Background: an optimization exercise with open tools, aiming at small area. Do not read the settings as production practice.
Only simulation tests tie the RTL to the original design; equivalence was not proved.
The flow treats the clock pin as an ideal source. Dropping or thinning the clock tree relies on that and would not hold on a real chip.
No activity file was given, so power comes from the tool's default toggle rates.

==> module fan_core, before the edit <==
module fan_core (
  input  wire       clk,
  input  wire       rst,           
  input  wire       tick_us,       
  input  wire       ow_in,         
  output wire       ow_pull_low,   
  output reg        pwm_we,        
  output wire [7:0] pwm_raw,       
  output reg        st_presence,
  output reg        st_pos,
  output reg  [6:0] st_temp,
  output wire [2:0] st_idx
);
  wire [4:0] step0;   
  reg  [4:0] step;    
  reg  [5:0] u;       
  reg  [4:0] s;       
  reg  [7:0] stg;     
  wire       op_rst, op_wr, op_rd, op_wait, op_slp, op_slp_c, op_dec, cap, wr_bit;
  wire [4:0] nxt;
  fan_prog_rom u_rom (
    .step(step), .slot(s[2:0]), .is12(stg[6] & stg[5]), .ow_in(ow_in),
    .op_rst(op_rst), .op_wr(op_wr), .op_rd(op_rd), .op_wait(op_wait),
    .op_slp(op_slp), .op_slp_c(op_slp_c), .op_dec(op_dec), .cap(cap),
    .wr_bit(wr_bit), .nxt(nxt), .first(step0)
  );
  fan_duty_sel u_sel (.pos(st_pos), .temp(st_temp), .idx(st_idx), .duty(pwm_raw));
  wire u_last   = u[5] & u[4] & u[3] & u[1] & u[0];                  
  wire u_0      = (u == 6'd0);
  wire byte_end = u_last & s[2] & s[1] & s[0];                       
  wire rst_end  = u_last & s[3] & s[0];                              
  wire slp_end  = u_last & (&s);
  wire op_end = op_wait ? ow_in :
                op_rst  ? rst_end :
                op_slp  ? slp_end : byte_end;
  assign ow_pull_low = op_rst ? ~s[3] :
                       op_wr  ? u_0 | (~wr_bit & ~u_last) :
                       op_rd  & u_0;
  always @(posedge clk) begin
    pwm_we <= 1'b0;
    if (rst) begin
      step <= step0;
      u    <= 6'd0;
      s    <= 5'd0;
    end else if (tick_us) begin
      if (op_end) begin
        u    <= op_dec ? 6'd20 : 6'd0;
        s    <= op_dec ? 5'd29 : 5'd0;
        step <= nxt;
      end else begin
        u <= u_last ? 6'd0 : u + 6'd1;
        if (u_last) s <= s + 5'd1;
      end
      if (op_rst & rst_end) st_presence <= ~ow_in;
      if (op_rd & (u == 6'd8) & cap) stg <= {ow_in, stg[7:1]};
      if (op_dec & rst_end) begin
        st_pos  <= ~stg[7];
        st_temp <= stg[6:0];
        pwm_we  <= 1'b1;
      end
    end
  end
endmodule
==> flow/config.mk <==
export PLATFORM = sky130hd
export DESIGN_NAME = fan_core
export DESIGN_NICKNAME = fan_core
export VERILOG_FILES = /design/flow/design.v
export SDC_FILE = /design/flow/constraint.sdc
export NUM_CORES = 4
export LEC_CHECK = 0
export CAP_MARGIN = 0
export CORE_MARGIN = 2
export CORE_UTILIZATION = 40
export GPL_TIMING_DRIVEN = 0
export SLEW_MARGIN = 0
==> flow/constraint.sdc <==
create_clock -name core_clock -period 10.0 [get_ports {clk}]
set_input_delay 2.0000 -clock core_clock [delete_from_list [all_inputs] [get_ports {clk}]]
set_output_delay 2.0000 -clock core_clock [all_outputs]
set_load 0.01 [all_outputs]
standard.sh (not shown) runs the stock make flow with config.mk's settings and CLKGATE_MAP_FILE= SYNTH_SCRIPT=/design/flow/synth_recipe.tcl, a recipe that flattens the netlist after the stock synthesis.
==> flow/flow/run.sh <==
#!/bin/bash
# Layout flow: the standard synthesis, then an area-driven re-mapping of
# the combinational logic only (every register kept as synthesis made it,
# same names and cell types), then the standard ORFS layout with small port
# buffers and a two-buffer clock tree (flow/cts_one.tcl). Each tool writes its full output to a
# log file here.
set -euo pipefail
R=orfs/results/sky130hd/fan_core/base
YOSYS=${YOSYS_EXE:-yosys}

bash standard.sh synth > log_1_synth.txt 2>&1
cp $R/1_2_yosys.v synth_standard.v

# Re-map the combinational cells for area with ABC's deepsyn. Each round
# starts from the smallest netlist so far and runs four jobs at once: two
# random seeds, each mapped with amap (area.abc) and with &nf (area_nf.abc);
# registers are black boxes throughout.
LIB=$FLOW_HOME/platforms/sky130hd/lib/sky130_fd_sc_hd__tt_025C_1v80.lib
DU=$(sed -n '/^export DONT_USE_CELLS/,/^#/p' $FLOW_HOME/platforms/sky130hd/config.mk \
     | grep -o 'sky130_fd_sc_hd__[a-z0-9_]*' | sed 's/^/-dont_use /' | tr '\n' ' ')
FFS=$(grep -o '^ *sky130_fd_sc_hd__[a-z0-9_]*' synth_standard.v | sort -u | tr -d ' ' \
      | grep -E '__(e|s|se)?df|__dl' | tr '\n' ' ')
BEST_V=synth_standard.v
BEST_A=1000000000
for RND in $(seq 1 30); do
  for S in 1 2 3 4; do
    T=r${RND}_s$S
    if [ $S -le 2 ]; then SC=flow/area.abc; else SC=flow/area_nf.abc; fi
    sed "s/-S [0-9]*/-S $(( (RND * 2 + (S - 1) % 2) % 100 ))/" $SC > area_$T.abc
    cat > reopt_$T.ys <<EOS
read_liberty -overwrite -ignore_miss_func $LIB
blackbox $FFS
read_verilog $BEST_V
hierarchy -top $FLOW_TOP
flatten
opt -full
abc -script $(pwd)/area_$T.abc -liberty $LIB $DU
opt_clean -purge
tee -o stat_$T.txt stat -liberty $LIB
write_verilog -noattr -noexpr synth_reopt_$T.v
EOS
    $YOSYS -s reopt_$T.ys > log_1_reopt_$T.txt 2>&1 &
  done
  wait
  for S in 1 2 3 4; do
    T=r${RND}_s$S
    a=$(grep 'Chip area' stat_$T.txt | grep -o '[0-9.]*$' || true)
    if [ -n "$a" ] && [ -s synth_reopt_$T.v ] && python3 -c "import sys; sys.exit(0 if $a < $BEST_A else 1)"; then
      BEST_A=$a; BEST_V=synth_reopt_$T.v
    fi
  done
  echo "round $RND: smallest so far $BEST_A in $BEST_V" >> log_1_pick.txt
done
cp $BEST_V $R/1_2_yosys.v
touch $R/1_2_yosys.v
rm -f $R/1_synth.odb $R/1_synth.sdc

export BUFFER_PORTS_ARGS="-buffer_cell sky130_fd_sc_hd__buf_1"
export FLOW_CLK=clk ONE_CLKBUFS="sky130_fd_sc_hd__clkbuf_8 sky130_fd_sc_hd__clkbuf_8"
export PRE_CTS_TCL=$(pwd)/flow/cts_one.tcl
bash standard.sh > log_2_layout.txt 2>&1
Other scripts of this flow, unchanged in this note and not shown: flow/flow/area.abc, flow/flow/area_nf.abc, flow/flow/cts_one.tcl
The baseline passed the timing, design-rule and antenna checks.
==> next run, changes <==
--- a/flow/design.v
+++ b/flow/design.v
@@ -114,6 +114,9 @@
   );
   fan_duty_sel u_sel (.pos(st_pos), .temp(st_temp), .idx(st_idx), .duty(pwm_raw));
-  wire u_last   = u[5] & u[4] & u[3] & u[1] & u[0];                  
-  wire u_0      = (u == 6'd0);
+  localparam [5:0] U20 = 6'b101011;   
+  wire u_last   = ~u[0] & ~u[1] & ~u[3] & u[4] & ~u[5];                
+  wire u_0      = ~u[0] & ~u[1] & ~u[2] & ~u[3] & ~u[4];               
+  wire u_8      = u[0] & u[1] & u[3] & u[4] & u[5];                    
+  wire [5:0] u_nxt = {u[4:0], ~(u[5] ^ u[4])};
   wire byte_end = u_last & s[2] & s[1] & s[0];                       
   wire rst_end  = u_last & s[3] & s[0];                              
@@ -133,13 +136,13 @@
     end else if (tick_us) begin
       if (op_end) begin
-        u    <= op_dec ? 6'd20 : 6'd0;
+        u    <= op_dec ? U20 : 6'd0;
         s    <= op_dec ? 5'd29 : 5'd0;
         step <= nxt;
       end else begin
-        u <= u_last ? 6'd0 : u + 6'd1;
+        u <= u_last ? 6'd0 : u_nxt;
         if (u_last) s <= s + 5'd1;
       end
       if (op_rst & rst_end) st_presence <= ~ow_in;
-      if (op_rd & (u == 6'd8) & cap) stg <= {ow_in, stg[7:1]};
+      if (op_rd & u_8 & cap) stg <= {ow_in, stg[7:1]};
       if (op_dec & rst_end) begin
         st_pos  <= ~stg[7];
Global-route usage goes down by 0.90 points; clock power went up by about 3%; utilization shrinks by 0.26 points; worst setup slack degrades by 0.31 ns; critical path depth went up by 4; total power is higher by about 4%; sequential share of layout area rose by 0.65 points; synthesized area is lower by about 1.5%; cell count increases by 0.42%; hold slack is worse by 0.019 ns; sequential cell count is unchanged; sequential power barely changes; via count decreases by 2.2%.
In every run of this note, the design's own scripts or RTL, not TritonCTS, make the clock network.

port drivers added, routing unchanged:
The results above use ideal ports. As a check the final layouts listed here were re-extracted and re-timed, cells and wires unchanged. Step 1 sets driving cells, clkbuf_16 on the clock port and buf_2 on the other inputs (assumed; they add their load-dependent delay and slew). Step 2, shift: input delay + t, output delay - t, t = (earliest + latest rising clock arrival at the registers) / 2. This alone moves slack from input paths to output paths. a / b / c = ideal / step 1 / step 2; a / b = the first two.
run | t, ns | slack for setup (ns) | clock arrival spread, ns | worst register clock-pin slew, ns | worst slew at a driven data input, ns
the first run | 0.189 | 5.689 / 5.654 / 5.842 | 0.004 / 0.003 | 0.10 / 0.10 | 0.03
the second run | 0.191 | 5.379 / 5.346 / 5.537 | 0.013 / 0.013 | 0.11 / 0.11 | 0.03
After both steps every run listed still meets setup and hold.
